Context: an optimization exercise on an open-source flow, tuned for small area, a short achievable clock period and few clock cycles per item. The choices shown serve that exercise and are no tape-out recipe.
At most, simulation tests tie the RTL to the original design; equivalence was not proved.
Power and IR drop assume default switching activity.

==> inputs of run a <==
Design hashed_core, start of the top module:
module hashed_core (
    input  wire        clk,
    input  wire        rst,
    input  wire        cmd_valid,
    output wire        cmd_ready,
    input  wire [7:0]  cmd_op,
    input  wire [31:0] cmd_arg,
    output wire        mem_rd,
    output wire [15:0] mem_addr,
    input  wire [7:0]  mem_rdata,
    output wire [11:0] status,
    output wire [4:0]  digest_count,
    input  wire [4:0]  digest_idx,
    output wire [31:0] digest_data
);
make LEC_CHECK=0 CAP_MARGIN=20 CORE_MARGIN=2 CORE_UTILIZATION=40 SLEW_MARGIN=20 finish   # period 10.0 ns
run.sh (not shown) runs the stock make flow with config.mk's settings and CLKGATE_MAP_FILE= SYNTH_SCRIPT=/design/flow/synth_recipe.tcl, a recipe that flattens the netlist after the stock synthesis.
==> run b (differences from run a) <==
--- a/flow/design.v
+++ b/flow/design.v
@@ -11,96 +11,119 @@
     output wire [11:0] status,
     output wire [4:0]  digest_count,
     input  wire [4:0]  digest_idx,
     output wire [31:0] digest_data
 );
     localparam [15:0] MOD = 16'd65521;
     localparam [1:0] PH_FRESH = 2'd0, PH_ACC = 2'd1, PH_FINAL = 2'd2;
     localparam [7:0] NUL = 8'h00, LF = 8'h0A, CR = 8'h0D;
-    localparam QN = 10;
+    localparam QN = 9;
     localparam [2:0] M_DONE = 3'd0, M_ANCHOR = 3'd1, M_SCAN = 3'd2,
-                     M_ORD = 3'd3, M_RUN = 3'd4, M_FEMIT = 3'd5;
+                     M_ORD = 3'd3, M_RUN = 3'd4, M_FEMIT = 3'd5, M_AEMIT = 3'd6;
     reg        ready;
     reg [1:0]  phase;
     reg        fault;
     reg [3:0]  fault_code;
     reg        has_anchor, fin;
     reg [15:0] lo, hi;
     reg [3:0]  ab;              
     reg [15:0] s_lo, s_hi;      
     reg        s_ge8;
     reg [2:0]  mode;
     reg [2:0]  acnt;
     reg [7:0]  rbyte;           
     reg [1:0]  rl;              
     reg        rbig;            
-    reg [16:0] left;            
     reg [7:0]  q [0:QN-1];
     reg [3:0]  qn;
     reg        rd;
     reg [15:0] raddr;
     reg [15:0] rrem;            
     reg        vld;             
     reg [31:0] phys [0:19];
-    reg [4:0]  h;
+    reg [2:0]  g;               
     reg [4:0]  len;
     reg [4:0]  cur;
     reg        pend_v;
     reg [31:0] pend;
     reg        seen0;
-    reg [4:0]  mc;
+    reg [2:0]  mc;
     reg        ms;
     assign cmd_ready    = ready;
     assign mem_rd       = rd;
     assign mem_addr     = raddr;
     assign status       = {fault_code, 3'b000, fault, fin, has_anchor, phase};
     assign digest_count = len;
-    wire [4:0] rd_pos = (digest_idx >= h) ? digest_idx - h : digest_idx + 5'd20 - h;
-    assign digest_data = (digest_idx < len) ? phys[rd_pos] : 32'd0;
+    reg  [19:0] sel;
+    reg  [4:0]  gsel;
+    reg  [2:0]  glab;
+    reg  [31:0] dd;
+    integer m, a, jj;
+    always @(*) begin
+        for (m = 0; m < 5; m = m + 1) begin
+            glab = (g + m >= 5) ? g + m - 5 : g + m;
+            gsel[m] = (digest_idx[4:2] == glab);
+            for (jj = 0; jj < 4; jj = jj + 1)
+                sel[4*m+jj] = gsel[m] && (digest_idx[1:0] == jj) &&
+                              ({glab, 2'b00} + jj < len);
+        end
+        dd = 32'd0;
+        for (m = 0; m < 20; m = m + 1)
+            dd = dd | (phys[m] & {32{sel[m]}});
+    end
+    assign digest_data = dd;
     wire [7:0] b   = q[0];
     wire       hv  = (qn != 4'd0);
     wire       cls = (b == NUL) || (b == LF) || (b == CR);
     wire [16:0] lo_sum = {1'b0, lo} + {9'd0, b};
     wire [15:0] lo_n   = (lo_sum >= {1'b0, MOD}) ? lo_sum[15:0] - MOD : lo_sum[15:0];
-    wire [16:0] hi_sum = {1'b0, hi} + {1'b0, lo_n};
-    wire [15:0] hi_n   = (hi_sum >= {1'b0, MOD}) ? hi_sum[15:0] - MOD : hi_sum[15:0];
+    wire [17:0] t0 = {2'b00, hi} + {2'b00, lo} + {10'd0, b};
+    wire [18:0] t1 = {1'b0, t0} - {3'b000, MOD};
+    wire [18:0] t2 = {1'b0, t0} - {2'b00, MOD, 1'b0};
+    wire [15:0] hi_n = !t2[18] ? t2[15:0] : !t1[18] ? t1[15:0] : t0[15:0];
     wire [3:0]  ab_n   = ab[3] ? ab : ab + 4'd1;
-    wire left_gt8 = (left[16:4] != 13'd0) || (left[3] && left[2:0] != 3'd0);
-    wire thr_ok   = fin ? (left != 17'd0) : left_gt8;
-    wire last     = (left == 17'd1);
+    wire [5:0] left_lo  = {2'b00, rrem[3:0]} + {2'b00, qn} + {5'd0, vld};
+    wire       rrem_hi  = (rrem[15:4] != 12'd0);
+    wire       left_gt8 = rrem_hi || (left_lo > 6'd8);
+    wire       left_nz  = rrem_hi || (left_lo != 6'd0);
+    wire       thr_ok   = fin ? left_nz : left_gt8;
+    wire       last     = !rrem_hi && (left_lo == 6'd1);
     wire [7:0] r_exp = (rbyte == CR) ? (rl[0] ? LF : CR) : rbyte;
     wire       r_match = (b == r_exp);
     reg        act_absorb, act_ckreset, act_save, act_pop, act_tail;
     reg        em_req;
     reg [31:0] em_val;
     reg [2:0]  mode_n;
     reg        set_anchor;
     reg [1:0]  tail_n;
     always @(*) begin
         act_absorb  = 1'b0;
         act_ckreset = 1'b0;
         act_save    = 1'b0;
         act_pop     = 1'b0;
         act_tail    = 1'b0;
         em_req      = 1'b0;
-        em_val      = {hi_n, lo_n};
+        em_val      = {hi, lo};
         mode_n      = mode;
         set_anchor  = 1'b0;
         tail_n      = rl + 2'd1;
         case (mode)
         M_ANCHOR: if (hv) begin
             act_absorb = 1'b1;
             act_pop    = 1'b1;
-            if (acnt == 3'd7 || last) begin
-                em_req      = 1'b1;
-                act_ckreset = 1'b1;
-                set_anchor  = 1'b1;
-                mode_n      = last ? (fin ? M_FEMIT : M_DONE) : M_SCAN;
-            end
+            if (acnt == 3'd7 || last)
+                mode_n = M_AEMIT;
+        end
+        M_AEMIT: begin
+            em_req      = 1'b1;
+            em_val      = {hi, lo};
+            act_ckreset = 1'b1;
+            set_anchor  = 1'b1;
+            mode_n      = M_SCAN;
         end
         M_SCAN, M_ORD, M_RUN: begin
             if (mode == M_RUN && hv && r_match) begin
                 act_pop = 1'b1;
                 if (!rbig && rl == 2'd3) begin
                     em_req      = s_ge8;
                     em_val      = {s_hi, s_lo};
                     act_ckreset = 1'b1;
@@ -133,82 +156,100 @@
             em_req = ab[3];
             em_val = {hi, lo};
             mode_n = M_DONE;
         end
         default: ;
         endcase
     end
     wire stall = em_req && pend_v;
-    wire [31:0] head = phys[0];
-    wire [31:0] xsrc = (h == 5'd19) ? pend : phys[1];
-    wire        cmp  = (head == pend);
-    wire        h_lt_len = (h < len);
+    wire [31:0] hw [0:3];
+    wire [31:0] nw [0:3];
+    assign hw[0] = phys[0];
+    assign hw[1] = phys[1];
+    assign hw[2] = phys[2];
+    assign hw[3] = phys[3];
+    assign nw[0] = phys[1];
+    assign nw[1] = phys[2];
+    assign nw[2] = phys[3];
+    assign nw[3] = (g == 3'd4) ? pend : phys[4];
+    wire [4:0] sbase = {g, 2'b00};
+    reg  [3:0] hitv;
+    reg  [31:0] tail_in [0:3];
+    reg         op_done, op_append, sweep_first, sweep_any;
     wire        full = (len == 5'd20);
-    reg  [31:0] tail_in;
-    reg         op_done, op_append;
-    reg         sweep_first;
+    wire        in_grp = (g == len[4:2]);
+    wire        hit = |hitv;
+    integer j;
     always @(*) begin
-        tail_in     = head;
+        for (j = 0; j < 4; j = j + 1) begin
+            hitv[j]    = (hw[j] == pend) && ((sbase + j) < len);
+            tail_in[j] = hw[j];
+        end
         op_done     = 1'b0;
         op_append   = 1'b0;
         sweep_first = 1'b0;
+        sweep_any   = 1'b0;
         if (pend_v) begin
             if (!full) begin
-                if (h_lt_len && cmp) begin
+                if (hit) begin
                     op_done = 1'b1;
-                end else if (h == len && (seen0 || h == 5'd0)) begin
-                    tail_in   = pend;
+                end else if (in_grp && (seen0 || g == 3'd0)) begin
+                    tail_in[len[1:0]] = pend;
                     op_done   = 1'b1;
                     op_append = 1'b1;
                 end
-            end else if (ms) begin
-                tail_in = xsrc;
-                op_done = (h == 5'd19);
-            end else if (mc != 5'd20) begin
-                op_done = cmp;
-            end else if (h == cur) begin
-                tail_in     = head ^ xsrc;
-                sweep_first = 1'b1;
-                op_done     = (cur == 5'd19);
+            end else if (mc != 3'd5) begin
+                op_done = hit;
+            end else if (ms || g == cur[4:2]) begin
+                sweep_first = !ms;
+                sweep_any   = 1'b1;
+                op_done     = (g == 3'd4);
+                for (j = 0; j < 4; j = j + 1) begin
+                    if (ms || (sbase + j) > cur)
+                        tail_in[j] = nw[j];
+                    else if ((sbase + j) == cur)
+                        tail_in[j] = hw[j] ^ nw[j];
+                end
             end
         end
     end
     wire pend_v_n = (pend_v && !op_done) || (em_req && !pend_v);
     integer k;
     always @(posedge clk) begin
-        for (k = 0; k < 19; k = k + 1)
-            phys[k] <= phys[k+1];
-        phys[19] <= tail_in;
+        for (k = 0; k < 16; k = k + 1)
+            phys[k] <= phys[k+4];
+        for (k = 0; k < 4; k = k + 1)
+            phys[16+k] <= tail_in[k];
     end
     always @(posedge clk) begin
         if (rst) begin
-            h      <= 5'd0;
+            g      <= 3'd0;
             len    <= 5'd0;
             cur    <= 5'd1;
             pend_v <= 1'b0;
         end else begin
-            h <= (h == 5'd19) ? 5'd0 : h + 5'd1;
+            g <= (g == 3'd4) ? 3'd0 : g + 3'd1;
             if (pend_v) begin
-                seen0 <= seen0 || (h == 5'd0);
-                if (mc != 5'd20)
-                    mc <= mc + 5'd1;
+                seen0 <= seen0 || (g == 3'd0);
+                if (mc != 3'd5)
+                    mc <= mc + 3'd1;
                 if (sweep_first)
                     ms <= 1'b1;
                 if (op_append)
                     len <= len + 5'd1;
-                if (full && op_done && (ms || sweep_first))
+                if (sweep_any && op_done)
                     cur <= (cur == 5'd19) ? 5'd1 : cur + 5'd1;
                 if (op_done)
                     pend_v <= 1'b0;
             end else if (em_req) begin
                 pend_v <= 1'b1;
                 pend   <= em_val;
                 seen0  <= 1'b0;
-                mc     <= 5'd0;
+                mc     <= 3'd0;
                 ms     <= 1'b0;
             end
             if (ready && cmd_valid && is_init) begin
                 len    <= 5'd0;
                 cur    <= 5'd1;
             end
         end
     end
@@ -222,17 +263,17 @@
     wire start_upd = fire && !(fault && !is_init) && legal && !is_init &&
                      phase != PH_FINAL && is_upd && arg_len != 16'd0;
     wire start_fin = fire && !(fault && !is_init) && legal && !is_init &&
                      phase != PH_FINAL && is_final;
     wire       go      = !stall;
     wire       pop     = act_pop && go;
     wire       tail_wr = act_tail && go;
     wire [15:0] rrem_n = rd ? rrem - 16'd1 : rrem;
-    wire        space  = ({1'b0, qn} + {4'd0, vld} + {4'd0, rd}) <= (QN - 1);
+    wire        space  = ({1'b0, qn} + {4'd0, vld} + {4'd0, rd}) <= (QN - 1 + pop);
     wire        rd_n   = (rrem_n != 16'd0) && space;
     wire [3:0]  wpos   = qn - {3'd0, pop};
     wire [2:0]  mode_next = go ? mode_n : mode;
     wire done_n = (mode_next == M_DONE) && (rrem_n == 16'd0) && !rd && !pend_v_n;
     wire [7:0] tpat0 = (rbyte == CR) ? CR : rbyte;
     wire [7:0] tpat1 = (rbyte == CR) ? LF : rbyte;
     always @(posedge clk) begin
         if (tail_wr) begin
@@ -259,17 +300,16 @@
             lo         <= 16'd1;
             hi         <= 16'd0;
             ab         <= 4'd0;
             mode       <= M_DONE;
             qn         <= 4'd0;
             rd         <= 1'b0;
             rrem       <= 16'd0;
             vld        <= 1'b0;
-            left       <= 17'd0;
         end else if (ready) begin
             if (fire) begin
                 if (fault && !is_init) begin
                 end else if (!legal) begin
                     fault      <= 1'b1;
                     fault_code <= 4'd1;
                 end else if (is_init) begin
                     phase      <= PH_FRESH;
@@ -286,26 +326,24 @@
                     fault_code <= 4'd2;
                 end else if (is_upd) begin
                     if (arg_len != 16'd0) begin
                         phase <= PH_ACC;
                         ready <= 1'b0;
                         rd    <= 1'b1;
                         raddr <= 16'd0;
                         rrem  <= arg_len;
-                        left  <= n_upd;
                         acnt  <= 3'd0;
                         mode  <= has_anchor ? M_SCAN :
                                  (n_upd >= 17'd8) ? M_ANCHOR : M_DONE;
                     end
                 end else begin
                     fin   <= 1'b1;
                     phase <= PH_FINAL;
                     ready <= 1'b0;
-                    left  <= {13'd0, qn};
                     acnt  <= 3'd0;
                     mode  <= has_anchor ? M_SCAN :
                              (qn != 4'd0) ? M_ANCHOR : M_FEMIT;
                 end
             end
         end else begin
             rd   <= rd_n;
             vld  <= rd;
@@ -313,18 +351,16 @@
             if (rd)
                 raddr <= raddr + 16'd1;
             if (tail_wr)
                 qn <= {2'b00, tail_n};
             else
                 qn <= qn + {3'd0, vld} - {3'd0, pop};
             if (go) begin
                 mode <= mode_n;
-                if (act_pop)
-                    left <= tail_wr ? {15'd0, tail_n} : left - 17'd1;
                 if (mode == M_ANCHOR && act_pop)
                     acnt <= acnt + 3'd1;
                 if (set_anchor)
                     has_anchor <= 1'b1;
                 if (act_save) begin
                     s_lo  <= lo;
                     s_hi  <= hi;
                     s_ge8 <= ab[3];
==> flow/config.mk (replaced) <==
export PLATFORM = sky130hd
export DESIGN_NAME = hashed_core
export DESIGN_NICKNAME = hashed_core
export VERILOG_FILES = /design/flow/design.v
export SDC_FILE = /design/flow/constraint.sdc
export NUM_CORES = 4
export LEC_CHECK = 0
export CAP_MARGIN = 20
export CORE_MARGIN = 2
export CORE_UTILIZATION = 60
export CTS_BUF_LIST = sky130_fd_sc_hd__clkbuf_4 sky130_fd_sc_hd__clkbuf_8
export SETUP_SLACK_MARGIN = 4.2
export SLEW_MARGIN = 20
==> comparison table <==
| quantity | run b | run a |
|---|---|---|
| Total via count after detailed routing | 34,300 | 26,000 |
| Area enclosed by the die boundary | 0.0678 mm2 | 0.0919 mm2 |
| Flip-flop and latch count after synthesis | 895 | 924 |
| Worst Setup EP | digest_data[17] | digest_data[22] |
| Initial core utilization | 0.603 | 0.404 |
| Distinct cell type count of the synthesized netlist | 99 | 94 |
| Total sequential power | 3680 uW | 3800 uW |
| Latest clock arrival within the worst-skew pair | 0.83 ns | 0.68 ns |
| Final std cell area, no fill | 0.0465 mm2 | 0.0415 mm2 |
| Buffers and inverters on the worst path | 5 | 4 |
| Clock network area share | 0.0667 | 0.0763 |
| Run status | no timing/DRC/antenna violations | no timing/DRC/antenna violations |
| Count of routing violations after the opening detailed-route iteration | 4,210 | 2,082 |
| Worst Reg-to-Reg Cells | 11 | 23 |
| Startpoint of the most critical register-to-register path | len[2]$_SDFFE_PP0P_ | q[0][0]$_DFFE_PP_ |
| Sequential portion of the cell area | 0.423 | 0.490 |
| Wire length on met3 | 15,100 um | 4230 um |
| Clock net power | 3390 uW | 3550 uW |
| Post-detail-place hpwl | 83,600 um | 64,400 um |
| Vias in the first global route | 33,200 | 25,800 |
| Proportion of layout cells with a drive suffix above 1 | 0.166 | 0.0937 |
| Post-synth EDFFs | 172 | 182 |
| Slowest-stage cell, CP | sky130_fd_sc_hd__or3_4 | sky130_fd_sc_hd__nor2_4 |
| Global-route track usage on met1 | 0.491 | 0.280 |
Testbench counts of run a, summed over its fixed seeds: cycles 64,485, bytes 55,928.
The RTL of run b was laid out without a check of its function.

[static timing again, ports no longer ideal]
The results above use ideal ports. As a check the final layouts listed here were re-extracted and re-timed, cells and wires unchanged. Step 1, drivers: a clkbuf_16 drives clk and a buf_2 each remaining input, both assumed. Step 2 times the ports against the registers' clock, not the clock port: input delays grow and output delays shrink by t, the midpoint of the rising clock arrivals with the driver on. Three values: ideal, step 1, step 2; two values: the first two.
| run | t (ns) | setup slack, ns | worst setup path at the end |
|---|---|---|---|
| run a | 0.720 | 1.073 / 1.051 / 1.051 | input to output |
| run b | 0.860 | 3.514 / 3.467 / 3.482 | input to output |
After both steps setup and hold are still met in every run listed. The setup slack of run b, which loses most, moves by -0.047 ns with the drivers and by -0.032 ns with both steps.
